Context: an optimization exercise on an open-source flow, tuned for small area, a short achievable clock period and few clock cycles. The choices shown serve that exercise and are no tape-out recipe. Only simulation tests tie the RTL to the original design; equivalence was not proved. Power and IR drop assume default switching activity.

[design/flow/constraint.sdc]
create_clock -name core_clock -period 8.0 [get_ports {clk}]
set_input_delay 1.6000 -clock core_clock [delete_from_list [all_inputs] [get_ports {clk}]]
set_output_delay 1.6000 -clock core_clock [all_outputs]
set_load 0.01 [all_outputs]
[design/flow/run.sh]
#!/bin/bash
# synth_recipe.tcl (not shown) runs the flow's synth.tcl, then flattens the netlist and writes it again
# the make line also repeats each setting of config.mk as NAME=value (left out here)
make -C /OpenROAD-flow-scripts/flow DESIGN_CONFIG=/design/flow/config.mk WORK_HOME=/design/flow/orfs CLKGATE_MAP_FILE= SYNTH_SCRIPT=/design/flow/synth_recipe.tcl finish
[design/flow/config.mk]
export PLATFORM = sky130hd
export DESIGN_NAME = jbang_seq
export DESIGN_NICKNAME = jbang_seq
export VERILOG_FILES = /design/flow/design.v
export SDC_FILE = /design/flow/constraint.sdc
export NUM_CORES = 4
export LEC_CHECK = 0
export CAP_MARGIN = 20
export CORE_MARGIN = 2
export CORE_UTILIZATION = 40
export PLACE_DENSITY = 0.6
export SLEW_MARGIN = 20
export SYNTH_MEMORY_MAX_BITS = 16384
[design/flow/design.v]
module jbang_seq (
    input  wire        clk,
    input  wire        rst,           
    input  wire [2:0]  bus_addr,      
    input  wire        bus_we,
    input  wire [31:0] bus_wdata,
    output reg  [31:0] bus_rdata,
    output reg         jtag_trst_n,
    output reg         jtag_tck,
    output reg         jtag_tms,
    output reg         jtag_tdi,
    input  wire        jtag_tdo
);
    localparam [31:0] DP_CTRL_POWERUP = 32'h50000032;
    localparam [31:0] DP_SELECT_VALUE = 32'h00000000;
    localparam [31:0] AP_CSW_VALUE    = 32'h00000012;
    localparam [3:0] DAP_IR_ABORT = 4'b1000;
    localparam [3:0] DAP_IR_DPACC = 4'b1010;
    localparam [3:0] DAP_IR_APACC = 4'b1011;
    localparam [1:0] TS_RESET = 2'b00, TS_IDLE = 2'b01, TS_SHIFTING = 2'b10;
    localparam [7:0] F_TAP_IDCODE = 8'h01, F_CONNECT = 8'h02, F_ROUTER = 8'h03,
                     F_DAP_IDCODE = 8'h04, F_ACK = 8'h05, F_CSW = 8'h06,
                     F_NOT_SHIFTING = 8'h07, F_AFTER_LAST = 8'h08,
                     F_BAD_IR = 8'h09, F_ILLEGAL = 8'h0A, F_NBITS = 8'h0B;
    localparam [3:0] K_END = 4'd0, K_TRST = 4'd1, K_PULSES = 4'd2, K_COMMIT = 4'd3,
                     K_WALKIR = 4'd4, K_WALKDR = 4'd5, K_SHIFT = 4'd6, K_CHECK = 4'd7,
                     K_SAVETX = 4'd8, K_SAVED = 4'd9, K_SKIPHIT = 4'd10, K_SETIR = 4'd11,
                     K_SETTX = 4'd12, K_CALL = 4'd13, K_RET = 4'd14, K_RSTST = 4'd15;
    localparam [1:0] N_K = 2'd0, N_CMD = 2'd1, N_A0 = 2'd2;
    localparam [1:0] L_0 = 2'd0, L_1 = 2'd1, L_CMD = 2'd2;
    localparam [2:0] D_ZERO = 3'd0, D_A0 = 3'd1, D_OP3 = 3'd2, D_IRW = 3'd3,
                     D_TXARG = 3'd4, D_K = 3'd5;
    localparam [2:0] C_ACK = 3'd0, C_CSW = 3'd1, C_TAPID = 3'd2, C_CONNECT = 3'd3,
                     C_ROUTER = 3'd4, C_DAPID = 3'd5;
    localparam [1:0] R_NONE = 2'd0, R_CAP = 2'd1, R_TX = 2'd2, R_D = 2'd3;
    localparam [2:0] IR_ABORT = 3'd0, IR_DPACC = 3'd1, IR_APACC = 3'd2, IR_CMD = 3'd3;
    localparam [1:0] A_ZERO = 2'd0, A_A0 = 2'd1, A_A1 = 2'd2, A_K = 2'd3;
    reg [31:0] arg0, arg1, result, fault_value;
    reg [7:0]  fault_code;
    reg        fault, overrun, pin_init_done;
    reg [1:0]  tap_state;
    reg        shift_phase;           
    reg        ir_valid;
    reg [3:0]  ir_cache;
    reg [31:0] cmd, a0, a1;
    wire [4:0] cmd_opc    = cmd[4:0];
    wire [5:0] cmd_nbits  = cmd[10:5];
    wire [3:0] cmd_ircode = cmd[14:11];
    wire [2:0] cmd_op3    = cmd[17:15];
    wire       cmd_last   = cmd[18];
    localparam [2:0] ST_IDLE = 3'd0, ST_DECODE = 3'd1, ST_UOP = 3'd2, ST_PCHK = 3'd3,
                     ST_PHI = 3'd4, ST_PLO = 3'd5, ST_TRST1 = 3'd6;
    reg [2:0]  st;
    reg [7:0]  upc, ret_pc;
    reg [31:0] pcnt;                  
    reg [31:0] cap;                   
    reg [31:0] txres;                 
    reg [31:0] dsave;                 
    reg [3:0]  cur_ir;
    reg [2:0]  cur_op3;
    reg [31:0] tx_arg;
    wire busy = (st != ST_IDLE);
    reg [3:0]  u_kind;
    reg [5:0]  u_n;
    reg [1:0]  u_nsrc;
    reg        u_tms;
    reg [1:0]  u_last;
    reg [2:0]  u_dsrc;
    reg        u_schk;
    reg [2:0]  u_chk;
    reg [1:0]  u_rsrc;
    reg [2:0]  u_ir;
    reg [2:0]  u_op3;
    reg        u_op3_cmd;
    reg [1:0]  u_asrc;
    reg [31:0] u_k;
    always @* begin
        u_kind = K_END; u_n = 6'd0; u_nsrc = N_K; u_tms = 1'b0; u_last = L_0;
        u_dsrc = D_ZERO; u_schk = 1'b0; u_chk = C_ACK; u_rsrc = R_NONE;
        u_ir = IR_DPACC; u_op3 = 3'b000; u_op3_cmd = 1'b0; u_asrc = A_ZERO; u_k = 32'd0;
        case (upc)
            8'd0: begin u_kind = K_SKIPHIT; end  
            8'd1: begin u_kind = K_COMMIT; end  
            8'd2: begin u_kind = K_WALKIR; end  
            8'd3: begin u_kind = K_SHIFT; u_n = 6'd10; u_last = L_1; u_dsrc = D_IRW; end  
            8'd4: begin u_kind = K_COMMIT; end  
            8'd5: begin u_kind = K_SETIR; end  
            8'd6: begin u_kind = K_COMMIT; end  
            8'd7: begin u_kind = K_WALKDR; end  
            8'd8: begin u_kind = K_SHIFT; u_n = 6'd3; u_last = L_0; u_dsrc = D_OP3; end  
            8'd9: begin u_kind = K_CHECK; u_chk = C_ACK; end  
            8'd10: begin u_kind = K_SHIFT; u_n = 6'd32; u_last = L_0; u_dsrc = D_TXARG; end  
            8'd11: begin u_kind = K_SAVETX; end  
            8'd12: begin u_kind = K_SHIFT; u_n = 6'd1; u_last = L_1; u_dsrc = D_ZERO; end  
            8'd13: begin u_kind = K_COMMIT; end  
            8'd14: begin u_kind = K_PULSES; u_n = 6'd1; u_tms = 1'b0; end  
            8'd15: begin u_kind = K_RET; end  
            8'd16: begin u_kind = K_TRST; end  
            8'd17: begin u_kind = K_PULSES; u_n = 6'd5; u_tms = 1'b1; end  
            8'd18: begin u_kind = K_RSTST; end  
            8'd19: begin u_kind = K_END; end  
            8'd20: begin u_kind = K_COMMIT; end  
            8'd21: begin u_kind = K_END; end  
            8'd22: begin u_kind = K_COMMIT; end  
            8'd23: begin u_kind = K_PULSES; u_nsrc = N_A0; u_tms = 1'b0; end  
            8'd24: begin u_kind = K_END; end  
            8'd25: begin u_kind = K_COMMIT; end  
            8'd26: begin u_kind = K_WALKIR; end  
            8'd27: begin u_kind = K_END; end  
            8'd28: begin u_kind = K_COMMIT; end  
            8'd29: begin u_kind = K_WALKDR; end  
            8'd30: begin u_kind = K_END; end  
            8'd31: begin u_kind = K_SHIFT; u_nsrc = N_CMD; u_last = L_CMD; u_dsrc = D_A0; u_schk = 1'b1; end  
            8'd32: begin u_kind = K_END; u_rsrc = R_CAP; end  
            8'd33: begin u_kind = K_COMMIT; end  
            8'd34: begin u_kind = K_WALKIR; end  
            8'd35: begin u_kind = K_SHIFT; u_nsrc = N_CMD; u_last = L_1; u_dsrc = D_A0; end  
            8'd36: begin u_kind = K_COMMIT; end  
            8'd37: begin u_kind = K_END; u_rsrc = R_CAP; end  
            8'd38: begin u_kind = K_COMMIT; end  
            8'd39: begin u_kind = K_WALKDR; end  
            8'd40: begin u_kind = K_SHIFT; u_nsrc = N_CMD; u_last = L_1; u_dsrc = D_A0; end  
            8'd41: begin u_kind = K_COMMIT; end  
            8'd42: begin u_kind = K_END; u_rsrc = R_CAP; end  
            8'd43: begin u_kind = K_SETTX; u_ir = IR_CMD; u_op3 = 3'b000; u_asrc = A_ZERO; end  
            8'd44: begin u_kind = K_SKIPHIT; end  
            8'd45: begin u_kind = K_COMMIT; end  
            8'd46: begin u_kind = K_WALKIR; end  
            8'd47: begin u_kind = K_SHIFT; u_n = 6'd10; u_last = L_1; u_dsrc = D_IRW; end  
            8'd48: begin u_kind = K_COMMIT; end  
            8'd49: begin u_kind = K_SETIR; end  
            8'd50: begin u_kind = K_END; end  
            8'd51: begin u_kind = K_SETTX; u_ir = IR_CMD; u_op3_cmd = 1'b1; u_asrc = A_A0; end  
            8'd52: begin u_kind = K_CALL; u_k = 32'd0; end  
            8'd53: begin u_kind = K_END; u_rsrc = R_TX; end  
            8'd54: begin u_kind = K_SETTX; u_ir = IR_ABORT; u_op3 = 3'b000; u_asrc = A_K; u_k = 32'h00000001; end  
            8'd55: begin u_kind = K_CALL; u_k = 32'd0; end  
            8'd56: begin u_kind = K_END; u_rsrc = R_TX; end  
            8'd57: begin u_kind = K_SETTX; u_ir = IR_DPACC; u_op3 = 3'b010; u_asrc = A_A0; end  
            8'd58: begin u_kind = K_CALL; u_k = 32'd0; end  
            8'd59: begin u_kind = K_END; u_rsrc = R_TX; end  
            8'd60: begin u_kind = K_SETTX; u_ir = IR_DPACC; u_op3 = 3'b011; u_asrc = A_ZERO; end  
            8'd61: begin u_kind = K_CALL; u_k = 32'd0; end  
            8'd62: begin u_kind = K_END; u_rsrc = R_TX; end  
            8'd63: begin u_kind = K_SETTX; u_ir = IR_DPACC; u_op3 = 3'b100; u_asrc = A_A0; end  
            8'd64: begin u_kind = K_CALL; u_k = 32'd0; end  
            8'd65: begin u_kind = K_END; u_rsrc = R_TX; end  
            8'd66: begin u_kind = K_SETTX; u_ir = IR_DPACC; u_op3 = 3'b111; u_asrc = A_ZERO; end  
            8'd67: begin u_kind = K_CALL; u_k = 32'd0; end  
            8'd68: begin u_kind = K_END; u_rsrc = R_TX; end  
            8'd69: begin u_kind = K_SETTX; u_ir = IR_APACC; u_op3 = 3'b000; u_asrc = A_A0; end  
            8'd70: begin u_kind = K_CALL; u_k = 32'd0; end  
            8'd71: begin u_kind = K_END; u_rsrc = R_TX; end  
            8'd72: begin u_kind = K_SETTX; u_ir = IR_APACC; u_op3 = 3'b001; u_asrc = A_ZERO; end  
            8'd73: begin u_kind = K_CALL; u_k = 32'd0; end  
            8'd74: begin u_kind = K_END; u_rsrc = R_TX; end  
            8'd75: begin u_kind = K_SETTX; u_ir = IR_APACC; u_op3 = 3'b010; u_asrc = A_A0; end  
            8'd76: begin u_kind = K_CALL; u_k = 32'd0; end  
            8'd77: begin u_kind = K_END; u_rsrc = R_TX; end  
            8'd78: begin u_kind = K_SETTX; u_ir = IR_APACC; u_op3 = 3'b011; u_asrc = A_ZERO; end  
            8'd79: begin u_kind = K_CALL; u_k = 32'd0; end  
            8'd80: begin u_kind = K_END; u_rsrc = R_TX; end  
            8'd81: begin u_kind = K_SETTX; u_ir = IR_APACC; u_op3 = 3'b110; u_asrc = A_A0; end  
            8'd82: begin u_kind = K_CALL; u_k = 32'd0; end  
            8'd83: begin u_kind = K_END; u_rsrc = R_TX; end  
            8'd84: begin u_kind = K_SETTX; u_ir = IR_APACC; u_op3 = 3'b111; u_asrc = A_ZERO; end  
            8'd85: begin u_kind = K_CALL; u_k = 32'd0; end  
            8'd86: begin u_kind = K_END; u_rsrc = R_TX; end  
            8'd87: begin u_kind = K_SETTX; u_ir = IR_DPACC; u_op3 = 3'b111; u_asrc = A_ZERO; end  
            8'd88: begin u_kind = K_CALL; u_k = 32'd0; end  
            8'd89: begin u_kind = K_SAVED; end  
            8'd90: begin u_kind = K_SETTX; u_ir = IR_DPACC; u_op3 = 3'b011; u_asrc = A_ZERO; end  
            8'd91: begin u_kind = K_CALL; u_k = 32'd0; end  
            8'd92: begin u_kind = K_SETTX; u_ir = IR_DPACC; u_op3 = 3'b111; u_asrc = A_ZERO; end  
            8'd93: begin u_kind = K_CALL; u_k = 32'd0; end  
            8'd94: begin u_kind = K_CHECK; u_chk = C_CSW; end  
            8'd95: begin u_kind = K_END; u_rsrc = R_D; end  
            8'd96: begin u_kind = K_COMMIT; end  
            8'd97: begin u_kind = K_WALKDR; end  
            8'd98: begin u_kind = K_SHIFT; u_n = 6'd32; u_last = L_1; u_dsrc = D_ZERO; end  
            8'd99: begin u_kind = K_COMMIT; end  
            8'd100: begin u_kind = K_CHECK; u_chk = C_TAPID; end  
            8'd101: begin u_kind = K_COMMIT; end  
            8'd102: begin u_kind = K_WALKIR; end  
            8'd103: begin u_kind = K_SHIFT; u_n = 6'd6; u_last = L_1; u_dsrc = D_K; u_k = 32'h00000007; end  
            8'd104: begin u_kind = K_COMMIT; end  
            8'd105: begin u_kind = K_COMMIT; end  
            8'd106: begin u_kind = K_WALKDR; end  
            8'd107: begin u_kind = K_SHIFT; u_n = 6'd8; u_last = L_1; u_dsrc = D_K; u_k = 32'h00000089; end  
            8'd108: begin u_kind = K_COMMIT; end  
            8'd109: begin u_kind = K_COMMIT; end  
            8'd110: begin u_kind = K_WALKDR; end  
            8'd111: begin u_kind = K_SHIFT; u_n = 6'd8; u_last = L_1; u_dsrc = D_ZERO; end  
            8'd112: begin u_kind = K_COMMIT; end  
            8'd113: begin u_kind = K_CHECK; u_chk = C_CONNECT; end  
            8'd114: begin u_kind = K_COMMIT; end  
            8'd115: begin u_kind = K_WALKIR; end  
            8'd116: begin u_kind = K_SHIFT; u_n = 6'd6; u_last = L_1; u_dsrc = D_K; u_k = 32'h00000002; end  
            8'd117: begin u_kind = K_COMMIT; end  
            8'd118: begin u_kind = K_COMMIT; end  
            8'd119: begin u_kind = K_WALKDR; end  
            8'd120: begin u_kind = K_SHIFT; u_n = 6'd32; u_last = L_1; u_dsrc = D_K; u_k = 32'hE0002000; end  
            8'd121: begin u_kind = K_COMMIT; end  
            8'd122: begin u_kind = K_COMMIT; end  
            8'd123: begin u_kind = K_WALKDR; end  
            8'd124: begin u_kind = K_SHIFT; u_n = 6'd32; u_last = L_1; u_dsrc = D_K; u_k = 32'h60000000; end  
            8'd125: begin u_kind = K_COMMIT; end  
            8'd126: begin u_kind = K_CHECK; u_chk = C_ROUTER; u_k = 32'h60002000; end  
            8'd127: begin u_kind = K_COMMIT; end  
            8'd128: begin u_kind = K_PULSES; u_n = 6'd10; u_tms = 1'b0; end  
            8'd129: begin u_kind = K_COMMIT; end  
            8'd130: begin u_kind = K_WALKDR; end  
            8'd131: begin u_kind = K_SHIFT; u_n = 6'd32; u_last = L_1; u_dsrc = D_K; u_k = 32'hAC002100; end  
            8'd132: begin u_kind = K_COMMIT; end  
            8'd133: begin u_kind = K_COMMIT; end  
            8'd134: begin u_kind = K_WALKDR; end  
            8'd135: begin u_kind = K_SHIFT; u_n = 6'd32; u_last = L_1; u_dsrc = D_K; u_k = 32'h2C000000; end  
            8'd136: begin u_kind = K_COMMIT; end  
            8'd137: begin u_kind = K_CHECK; u_chk = C_ROUTER; u_k = 32'h2C002100; end  
            8'd138: begin u_kind = K_COMMIT; end  
            8'd139: begin u_kind = K_PULSES; u_n = 6'd10; u_tms = 1'b0; end  
            8'd140: begin u_kind = K_COMMIT; end  
            8'd141: begin u_kind = K_WALKIR; end  
            8'd142: begin u_kind = K_SHIFT; u_n = 6'd6; u_last = L_1; u_dsrc = D_K; u_k = 32'h0000003F; end  
            8'd143: begin u_kind = K_COMMIT; end  
            8'd144: begin u_kind = K_COMMIT; end  
            8'd145: begin u_kind = K_PULSES; u_n = 6'd10; u_tms = 1'b0; end  
            8'd146: begin u_kind = K_END; end  
            8'd147: begin u_kind = K_COMMIT; end  
            8'd148: begin u_kind = K_WALKIR; end  
            8'd149: begin u_kind = K_SHIFT; u_n = 6'd10; u_last = L_1; u_dsrc = D_K; u_k = 32'h000003FE; end  
            8'd150: begin u_kind = K_COMMIT; end  
            8'd151: begin u_kind = K_COMMIT; end  
            8'd152: begin u_kind = K_WALKDR; end  
            8'd153: begin u_kind = K_SHIFT; u_n = 6'd32; u_last = L_1; u_dsrc = D_ZERO; end  
            8'd154: begin u_kind = K_COMMIT; end  
            8'd155: begin u_kind = K_CHECK; u_chk = C_DAPID; end  
            8'd156: begin u_kind = K_SETTX; u_ir = IR_DPACC; u_op3 = 3'b010; u_asrc = A_K; u_k = DP_CTRL_POWERUP; end  
            8'd157: begin u_kind = K_CALL; u_k = 32'd0; end  
            8'd158: begin u_kind = K_SETTX; u_ir = IR_DPACC; u_op3 = 3'b111; u_asrc = A_ZERO; end  
            8'd159: begin u_kind = K_CALL; u_k = 32'd0; end  
            8'd160: begin u_kind = K_SETTX; u_ir = IR_DPACC; u_op3 = 3'b011; u_asrc = A_ZERO; end  
            8'd161: begin u_kind = K_CALL; u_k = 32'd0; end  
            8'd162: begin u_kind = K_SETTX; u_ir = IR_DPACC; u_op3 = 3'b111; u_asrc = A_ZERO; end  
            8'd163: begin u_kind = K_CALL; u_k = 32'd0; end  
            8'd164: begin u_kind = K_CHECK; u_chk = C_CSW; end  
            8'd165: begin u_kind = K_SETTX; u_ir = IR_DPACC; u_op3 = 3'b100; u_asrc = A_K; u_k = DP_SELECT_VALUE; end  
            8'd166: begin u_kind = K_CALL; u_k = 32'd0; end  
            8'd167: begin u_kind = K_SETTX; u_ir = IR_APACC; u_op3 = 3'b000; u_asrc = A_K; u_k = AP_CSW_VALUE; end  
            8'd168: begin u_kind = K_CALL; u_k = 32'd0; end  
            8'd169: begin u_kind = K_END; end  
            8'd170: begin u_kind = K_SETTX; u_ir = IR_APACC; u_op3 = 3'b010; u_asrc = A_A0; end  
            8'd171: begin u_kind = K_CALL; u_k = 32'd0; end  
            8'd172: begin u_kind = K_SETTX; u_ir = IR_APACC; u_op3 = 3'b111; u_asrc = A_ZERO; end  
            8'd173: begin u_kind = K_CALL; u_k = 32'd0; end  
            8'd174: begin u_kind = K_SETTX; u_ir = IR_DPACC; u_op3 = 3'b111; u_asrc = A_ZERO; end  
            8'd175: begin u_kind = K_CALL; u_k = 32'd0; end  
            8'd176: begin u_kind = K_SAVED; end  
            8'd177: begin u_kind = K_SETTX; u_ir = IR_DPACC; u_op3 = 3'b011; u_asrc = A_ZERO; end  
            8'd178: begin u_kind = K_CALL; u_k = 32'd0; end  
            8'd179: begin u_kind = K_SETTX; u_ir = IR_DPACC; u_op3 = 3'b111; u_asrc = A_ZERO; end  
            8'd180: begin u_kind = K_CALL; u_k = 32'd0; end  
            8'd181: begin u_kind = K_CHECK; u_chk = C_CSW; end  
            8'd182: begin u_kind = K_END; u_rsrc = R_D; end  
            8'd183: begin u_kind = K_SETTX; u_ir = IR_APACC; u_op3 = 3'b010; u_asrc = A_A0; end  
            8'd184: begin u_kind = K_CALL; u_k = 32'd0; end  
            8'd185: begin u_kind = K_SETTX; u_ir = IR_APACC; u_op3 = 3'b110; u_asrc = A_A1; end  
            8'd186: begin u_kind = K_CALL; u_k = 32'd0; end  
            8'd187: begin u_kind = K_SETTX; u_ir = IR_DPACC; u_op3 = 3'b111; u_asrc = A_ZERO; end  
            8'd188: begin u_kind = K_CALL; u_k = 32'd0; end  
            8'd189: begin u_kind = K_SETTX; u_ir = IR_DPACC; u_op3 = 3'b011; u_asrc = A_ZERO; end  
            8'd190: begin u_kind = K_CALL; u_k = 32'd0; end  
            8'd191: begin u_kind = K_SETTX; u_ir = IR_DPACC; u_op3 = 3'b111; u_asrc = A_ZERO; end  
            8'd192: begin u_kind = K_CALL; u_k = 32'd0; end  
            8'd193: begin u_kind = K_CHECK; u_chk = C_CSW; end  
            8'd194: begin u_kind = K_END; end  
            default: ;
        endcase
    end
    function [7:0] entry_of(input [4:0] opc);
        begin
            entry_of = 8'd0;
            case (opc)
                5'h01: entry_of = 8'd16;  
                5'h02: entry_of = 8'd20;  
                5'h03: entry_of = 8'd22;  
                5'h04: entry_of = 8'd25;  
                5'h05: entry_of = 8'd28;  
                5'h06: entry_of = 8'd31;  
                5'h07: entry_of = 8'd33;  
                5'h08: entry_of = 8'd38;  
                5'h09: entry_of = 8'd43;  
                5'h0A: entry_of = 8'd51;  
                5'h0B: entry_of = 8'd54;  
                5'h0C: entry_of = 8'd57;  
                5'h0D: entry_of = 8'd60;  
                5'h0E: entry_of = 8'd63;  
                5'h0F: entry_of = 8'd66;  
                5'h10: entry_of = 8'd69;  
                5'h11: entry_of = 8'd72;  
                5'h12: entry_of = 8'd75;  
                5'h13: entry_of = 8'd78;  
                5'h14: entry_of = 8'd81;  
                5'h15: entry_of = 8'd84;  
                5'h16: entry_of = 8'd87;  
                5'h17: entry_of = 8'd96;  
                5'h18: entry_of = 8'd147;  
                5'h19: entry_of = 8'd170;  
                5'h1A: entry_of = 8'd183;  
                default: entry_of = 8'd0;
            endcase
        end
    endfunction
    wire opc_reserved = (cmd_opc == 5'h00) || (cmd_opc > 5'h1A);
    wire dec_illegal  = (cmd[31:19] != 13'd0) || opc_reserved;
    wire dec_nbits    = (cmd_opc == 5'h06 || cmd_opc == 5'h07 || cmd_opc == 5'h08) &&
                        (cmd_nbits > 6'd32);
    wire dec_badir    = (cmd_opc == 5'h09 || cmd_opc == 5'h0A) &&
                        !(cmd_ircode == DAP_IR_ABORT || cmd_ircode == DAP_IR_DPACC ||
                          cmd_ircode == DAP_IR_APACC);
    reg [31:0] plen;        
    reg [3:0]  ppat;        
    always @* begin
        plen = 32'd0;
        ppat = 4'b0000;
        case (u_kind)
            K_PULSES: plen = (u_nsrc == N_A0) ? a0 : {26'd0, u_n};
            K_COMMIT: begin
                if (tap_state == TS_RESET) begin
                    plen = 32'd1; ppat = 4'b0000;
                end else if (tap_state == TS_SHIFTING) begin
                    if (shift_phase) begin plen = 32'd2; ppat = 4'b0001; end
                    else             begin plen = 32'd3; ppat = 4'b0011; end
                end
            end
            K_WALKIR: begin plen = 32'd4; ppat = 4'b0011; end
            K_WALKDR: begin plen = 32'd3; ppat = 4'b0001; end
            K_SHIFT:  plen = (u_nsrc == N_CMD) ? {26'd0, cmd_nbits} : {26'd0, u_n};
            default: ;
        endcase
    end
    wire shift_last = (u_last == L_1) || (u_last == L_CMD && cmd_last);
    reg [31:0] sdata;       
    always @* begin
        case (u_dsrc)
            D_A0:    sdata = a0;
            D_OP3:   sdata = {29'd0, cur_op3};
            D_IRW:   sdata = {22'd0, 6'h3F, cur_ir};
            D_TXARG: sdata = tx_arg;
            D_K:     sdata = u_k;
            default: sdata = 32'd0;
        endcase
    end
    reg pulse_tms;
    always @* begin
        case (u_kind)
            K_PULSES: pulse_tms = u_tms;
            K_SHIFT:  pulse_tms = shift_last && (pcnt == plen - 32'd1);
            default:  pulse_tms = ppat[pcnt[1:0]];
        endcase
    end
    wire pulse_tdi = (u_kind == K_SHIFT) ? sdata[pcnt[4:0]] : 1'b0;
    reg        chk_fail;
    reg [7:0]  chk_code;
    reg [31:0] chk_val;
    always @* begin
        chk_fail = 1'b0; chk_code = 8'h00; chk_val = cap;
        case (u_chk)
            C_ACK:     begin chk_fail = (cap[2:0] != 3'b010); chk_code = F_ACK;
                             chk_val = {29'd0, cap[2:0]}; end
            C_CSW:     begin chk_fail = (txres != 32'hF0000000); chk_code = F_CSW;
                             chk_val = txres; end
            C_TAPID:   begin chk_fail = ((cap & 32'h0FFFFFFF) != 32'h0B94402F);
                             chk_code = F_TAP_IDCODE; end
            C_CONNECT: begin chk_fail = (cap[3:0] != 4'b1001); chk_code = F_CONNECT; end
            C_ROUTER:  begin chk_fail = (cap[31:24] != u_k[31:24]); chk_code = F_ROUTER; end
            C_DAPID:   begin chk_fail = (cap != 32'h3BA00477); chk_code = F_DAP_IDCODE; end
            default: ;
        endcase
    end
    reg [3:0] settx_ir;
    always @* begin
        case (u_ir)
            IR_ABORT: settx_ir = DAP_IR_ABORT;
            IR_APACC: settx_ir = DAP_IR_APACC;
            IR_CMD:   settx_ir = cmd_ircode;
            default:  settx_ir = DAP_IR_DPACC;
        endcase
    end
    wire [31:0] status = {8'd0, fault_code, 4'd0, ir_cache, ir_valid, shift_phase,
                          tap_state, pin_init_done, overrun, fault, busy};
    always @* begin
        case (bus_addr)
            3'd1:    bus_rdata = arg0;
            3'd2:    bus_rdata = arg1;
            3'd3:    bus_rdata = result;
            3'd4:    bus_rdata = status;
            3'd5:    bus_rdata = fault_value;
            default: bus_rdata = 32'd0;
        endcase
    end
    always @(posedge clk) begin
        if (rst) begin
            arg0 <= 32'd0; arg1 <= 32'd0; result <= 32'd0; fault_value <= 32'd0;
            fault_code <= 8'd0; fault <= 1'b0; overrun <= 1'b0; pin_init_done <= 1'b0;
            tap_state <= TS_RESET; shift_phase <= 1'b0; ir_valid <= 1'b0; ir_cache <= 4'd0;
            cmd <= 32'd0; a0 <= 32'd0; a1 <= 32'd0;
            st <= ST_IDLE; upc <= 8'd0; ret_pc <= 8'd0; pcnt <= 32'd0;
            cap <= 32'd0; txres <= 32'd0; dsave <= 32'd0;
            cur_ir <= 4'd0; cur_op3 <= 3'd0; tx_arg <= 32'd0;
            jtag_trst_n <= 1'b1; jtag_tck <= 1'b0; jtag_tms <= 1'b1; jtag_tdi <= 1'b0;
        end else begin
            if (bus_we) begin
                case (bus_addr)
                    3'd0: begin
                        if (busy) overrun <= 1'b1;
                        else if (!fault) begin
                            cmd <= bus_wdata;
                            a0  <= arg0;
                            a1  <= arg1;
                            st  <= ST_DECODE;
                        end
                    end
                    3'd1: arg0 <= bus_wdata;
                    3'd2: arg1 <= bus_wdata;
                    default: ;
                endcase
            end
            case (st)
                ST_DECODE: begin
                    if (dec_illegal) begin
                        fault <= 1'b1; fault_code <= F_ILLEGAL; fault_value <= cmd;
                        st <= ST_IDLE;
                    end else if (dec_nbits) begin
                        fault <= 1'b1; fault_code <= F_NBITS;
                        fault_value <= {26'd0, cmd_nbits}; st <= ST_IDLE;
                    end else if (dec_badir) begin
                        fault <= 1'b1; fault_code <= F_BAD_IR;
                        fault_value <= {28'd0, cmd_ircode}; st <= ST_IDLE;
                    end else begin
                        pin_init_done <= 1'b1;
                        upc <= entry_of(cmd_opc);
                        st  <= ST_UOP;
                    end
                end
                ST_UOP: begin
                    case (u_kind)
                        K_END: begin
                            case (u_rsrc)
                                R_CAP: result <= cap;
                                R_TX:  result <= txres;
                                R_D:   result <= dsave;
                                default: ;
                            endcase
                            st <= ST_IDLE;
                        end
                        K_TRST: begin
                            jtag_trst_n <= 1'b0;
                            st <= ST_TRST1;
                        end
                        K_PULSES, K_COMMIT, K_WALKIR, K_WALKDR: begin
                            pcnt <= 32'd0;
                            st <= ST_PCHK;
                        end
                        K_SHIFT: begin
                            if (u_schk && tap_state != TS_SHIFTING) begin
                                fault <= 1'b1; fault_code <= F_NOT_SHIFTING;
                                fault_value <= {30'd0, tap_state}; st <= ST_IDLE;
                            end else if (u_schk && shift_phase) begin
                                fault <= 1'b1; fault_code <= F_AFTER_LAST;
                                fault_value <= 32'd0; st <= ST_IDLE;
                            end else begin
                                pcnt <= 32'd0;
                                cap  <= 32'd0;
                                st   <= ST_PCHK;
                            end
                        end
                        K_CHECK: begin
                            if (chk_fail) begin
                                fault <= 1'b1; fault_code <= chk_code; fault_value <= chk_val;
                                st <= ST_IDLE;
                            end else begin
                                upc <= upc + 8'd1;
                            end
                        end
                        K_SAVETX: begin txres <= cap;   upc <= upc + 8'd1; end
                        K_SAVED:  begin dsave <= txres; upc <= upc + 8'd1; end
                        K_SKIPHIT: begin
                            if (ir_valid && ir_cache == cur_ir) upc <= upc + 8'd6;
                            else                                 upc <= upc + 8'd1;
                        end
                        K_SETIR: begin
                            ir_cache <= cur_ir; ir_valid <= 1'b1; upc <= upc + 8'd1;
                        end
                        K_SETTX: begin
                            cur_ir  <= settx_ir;
                            cur_op3 <= u_op3_cmd ? cmd_op3 : u_op3;
                            case (u_asrc)
                                A_A0:    tx_arg <= a0;
                                A_A1:    tx_arg <= a1;
                                A_K:     tx_arg <= u_k;
                                default: tx_arg <= 32'd0;
                            endcase
                            upc <= upc + 8'd1;
                        end
                        K_CALL: begin ret_pc <= upc + 8'd1; upc <= u_k[7:0]; end
                        K_RET:  upc <= ret_pc;
                        K_RSTST: begin
                            tap_state <= TS_RESET; shift_phase <= 1'b0; ir_valid <= 1'b0;
                            upc <= upc + 8'd1;
                        end
                        default: upc <= upc + 8'd1;
                    endcase
                end
                ST_TRST1: begin
                    jtag_trst_n <= 1'b1;
                    upc <= upc + 8'd1;
                    st <= ST_UOP;
                end
                ST_PCHK: begin
                    if (pcnt == plen) begin
                        case (u_kind)
                            K_COMMIT: begin tap_state <= TS_IDLE; shift_phase <= 1'b0; end
                            K_WALKIR: begin tap_state <= TS_SHIFTING; shift_phase <= 1'b0;
                                            ir_valid <= 1'b0; end
                            K_WALKDR: begin tap_state <= TS_SHIFTING; shift_phase <= 1'b0; end
                            K_SHIFT:  if (shift_last && plen != 32'd0) shift_phase <= 1'b1;
                            default: ;
                        endcase
                        upc <= upc + 8'd1;
                        st  <= ST_UOP;
                    end else begin
                        jtag_tms <= pulse_tms;
                        jtag_tdi <= pulse_tdi;
                        st <= ST_PHI;
                    end
                end
                ST_PHI: begin
                    jtag_tck <= 1'b1;
                    st <= ST_PLO;
                end
                ST_PLO: begin
                    jtag_tck <= 1'b0;
                    if (u_kind == K_SHIFT) cap[pcnt[4:0]] <= jtag_tdo;
                    pcnt <= pcnt + 32'd1;
                    st <= ST_PCHK;
                end
                default: ;
            endcase
        end
    end
endmodule
==> results.txt <==
## kinds of logic (layout without fill, tap and decap cells)
kind of cell               after synthesis  after routing  share of synthesized area [%]
buffers and inverters                  377            294                          5.438
adders and majority gates               27             27                          1.223
AOI/OAI and AO/OA                     1105           1105                          26.32
and+or+nand+nor                       1455           1455                          23.62
DFF                                    482            482                          35.45
xor gates and xnor gates                98             98                          3.154
muxes                                  125            125                          4.790
## sequential cells by signal, indices dropped and copies added, names as in the netlist, 5 cells and up, named ones only
register and count:
a0 32, a1 32, arg0 32, arg1 32, cap 32, cmd 32
dsave 32, fault_value 32, pcnt 32, result 32, ret_pc 8, tx_arg 32
txres 32, u_k 15, u_n 5, upc 8
## final cells by class
class,count,share of cell area [%]
Clock buffer,73,5.180
Inverter,51,0.6552
Sequential cell,482,31.79
Timing Repair Buffer,141,4.154
Tap cell,873,3.597
Clock inverter,29,1.368
Multi-Input combinational cell,2810,53.26
## where the power goes
part           internal (W)  leakage (nW)  switching [W]
sequential          0.00242          3.89      0.0000317
clock               0.00167         0.983        0.00109
combinational     0.0000822          5.05       0.000189
## critical path: cells and delay by family, from the launching register on
kind	cells	cell delay [ns]
flops	1	0.73
compound gates	10	2.43
simple gates	4	1.58
fa+ha+maj	1	0.76
buf+inv	2	0.69
## synth_stat cells (all sizes together), types with 25 or more instances
| library cell | count | area, um2 |
|---|---|---|
| a211oi | 80 | 600.6 |
| a21oi | 436 | 2197 |
| a221o | 39 | 390.4 |
| a221oi | 64 | 584.3 |
| a22o | 25 | 219.0 |
| a22oi | 46 | 345.3 |
| a31oi | 43 | 269.0 |
| buf | 45 | 225.2 |
| clkbuf | 281 | 1056 |
| dfxtp | 482 | 9649 |
| ha | 25 | 312.8 |
| inv | 44 | 167.7 |
| mux2 | 29 | 326.6 |
| mux2i | 96 | 977.2 |
| nand2 | 699 | 2636 |
| nand3 | 79 | 395.4 |
| nand4 | 29 | 187.7 |
| nor2 | 354 | 1331 |
| nor3 | 104 | 536.8 |
| o211ai | 33 | 252.7 |
| o21ai | 182 | 929.7 |
| xnor2 | 56 | 490.5 |
| xor2 | 42 | 367.9 |
## worst paths after layout
check | end | slack [ns] | depth (start not counted)
min reg2reg | dsave[25]$_SDFFE_PP0P_ | 0.45 | 2
max | u_kind[2]$_DFF_P_ | 1.60 | 17
max reg2reg | u_kind[2]$_DFF_P_ | 1.60 | 17
min | dsave[25]$_SDFFE_PP0P_ | 0.45 | 2
## metrics by stage
step / instance area, um2 / setup WS, ns
3_5_place_dp: 28370 / 1.730
6_report: 30360 / 1.605
2_1_floorplan: 27220 / 3.306
5_1_grt: 30360 / 1.271
3_3_place_gp: 28370 / 1.764
4_1_cts: 30360 / 1.700
## routing by layer
metal / part of all wire [%] / track usage (%) / up-vias
li1: - / - / 12880
met1: 44 / 42.99 / 13310
met2: 43 / 45.73 / 1451
met3: 9.4 / 4.821 / 201
met4: 3.5 / 10.43 / 2
met5: 0.012 / 0 / -
==> results.cfg <==
[sta]
period_share_pct = 79.94
max_freq_mhz = 156.4
whs_ns = 0.4546
finalHoldViolCount = 0
finClkSkew_ns = 0.02727
tns_ns = 0
maxSlewViolCount = 0
slew_headroom_pct = 23.48
min_period_ns = 6.395
rsz0062_at_grt = no
worst_pin_slew_ns = 1.139
setup_viol = 0

[critical_path]
startpoint = u_kind[1]$_DFF_P_
crit_chain = or4b_4, nor2_2, buf_4, o2111ai_1, a2111o_1, nor4_2, and4_4, o21ai_4, a221oi_4, ha_1, inv_1, a21oi_1, a21oi_1, a32oi_1, o21ai_0, a311oi_1, o2111ai_1
arrival_ns = 6.84
start_kind = flip-flop
r2r-start = u_kind[1]$_DFF_P_
cpPeakStageDelay_ns = 0.76
crit_fanout = 47
crit_required_ns = 8.44
path_class = flip-flop to flip-flop
crit_slowest_cell = ha_1
end_kind = flip-flop

[cts]
cts_tree = done
cts_buffers = 54
cts_root_buffer = clkbuf_16
cts.sinks = 482
clkTransAtPathRegs_ns = 0.06
postCtsSetupBuffers = 0
clock_latency_ns = 0.62
cts_max_path_buffers = 3
htreeDepth = 2
postCtsHoldBufs = 0
cts_resized = 0

[final_layout]
drive_above_1_share_pct = 7.613
fillers = 6883
synthToLayoutAreaGrowth_pct = 11.56
seqCellArea_um2 = 9652
diodes = 0
fin_nets = 3604
fin_util_pct = 45.13
fin_cells = 4459
layout_commonest_cell = nand2_1
multiInputGateArea_um2 = 16170
final_cell_mix = nand2_1, dfxtp_1, a21oi_1, nor2_1, o21ai_0

[power]
p_total_w = 0.005483
ir_worst_vdd_v = 0.0001635
power_leakage_nw = 9.917
power_density_nw_per_um2 = 180.6

[synth]
synthDistinctLibCells = 110
syn-cell-area_um2 = 27220
synth_seq_cells = 482
synth_area_per_cell_um2 = 7.418
synth_edf_count = 0
ys.flop_type = dfxtp_1
synth_fp_nets = 3733
ys_seq_area_share_pct = 35.45
syn_inst = 3669
async_reset_ff_share_pct = 0
ys_warn_count = 1

[drt]
ant_nets = 0
route.detailed.drc = 0
vias = 27840
routed_wl_um = 109600
dr.pass1.iters = 6
wire_per_inst_um = 24.58
drt_iter0_markers = 3935
viasPerCell = 6.244

[global_routing]
grt_overflow_total = 0
grt_pass1_vias = 25120
grt_pass1_wl_um = 163800
grt_usage_pct = 30.08
grt_max_degree = 205
antenna_found_initial = 1

[job]
maxCapViolations = 0

[place]
io_buffers = 74
place_inst = 4357
dp_hpwl_um = 77290
place.gp.congestion = 0.9769

[floorplan]
die_h_um = 264.9
fp-row-count = 95
dieArea_um2 = 70150
ios = 75
start_util_pct = 40.46
die_w_um = 264.9
core-area_um2 = 67280

[hold_path]
holdCritPathClass = flip-flop to flip-flop
min_from = dsave[25]$_SDFFE_PP0P_

[outcome]
status = no timing/DRC/antenna violations
Testbench counts, summed over its fixed seeds: cycles 509,791.

afterwards: timing with drivers on the ports:
The flow's constraints put no driver on any port. The routed layout listed below was extracted and timed again, unchanged, in two steps. Step 1, drivers: a clkbuf_16 drives clk and a buf_2 each remaining input, both assumed. Step 2 times the ports against the registers' clock, not the clock port: input delays grow and output delays shrink by t, the midpoint of the rising clock arrivals with the driver on. a / b / c = no drivers / after step 1 / after step 2; a / b = the first two.
t, ns: 0.668
setup WS [ns]: 1.605 / 1.605 / 1.605
cell pins on the clock port's net: 1
After both steps this run still meets setup and hold. For this run, drivers alone change the setup slack by 0.000 ns; drivers and shift together by 0.000 ns.
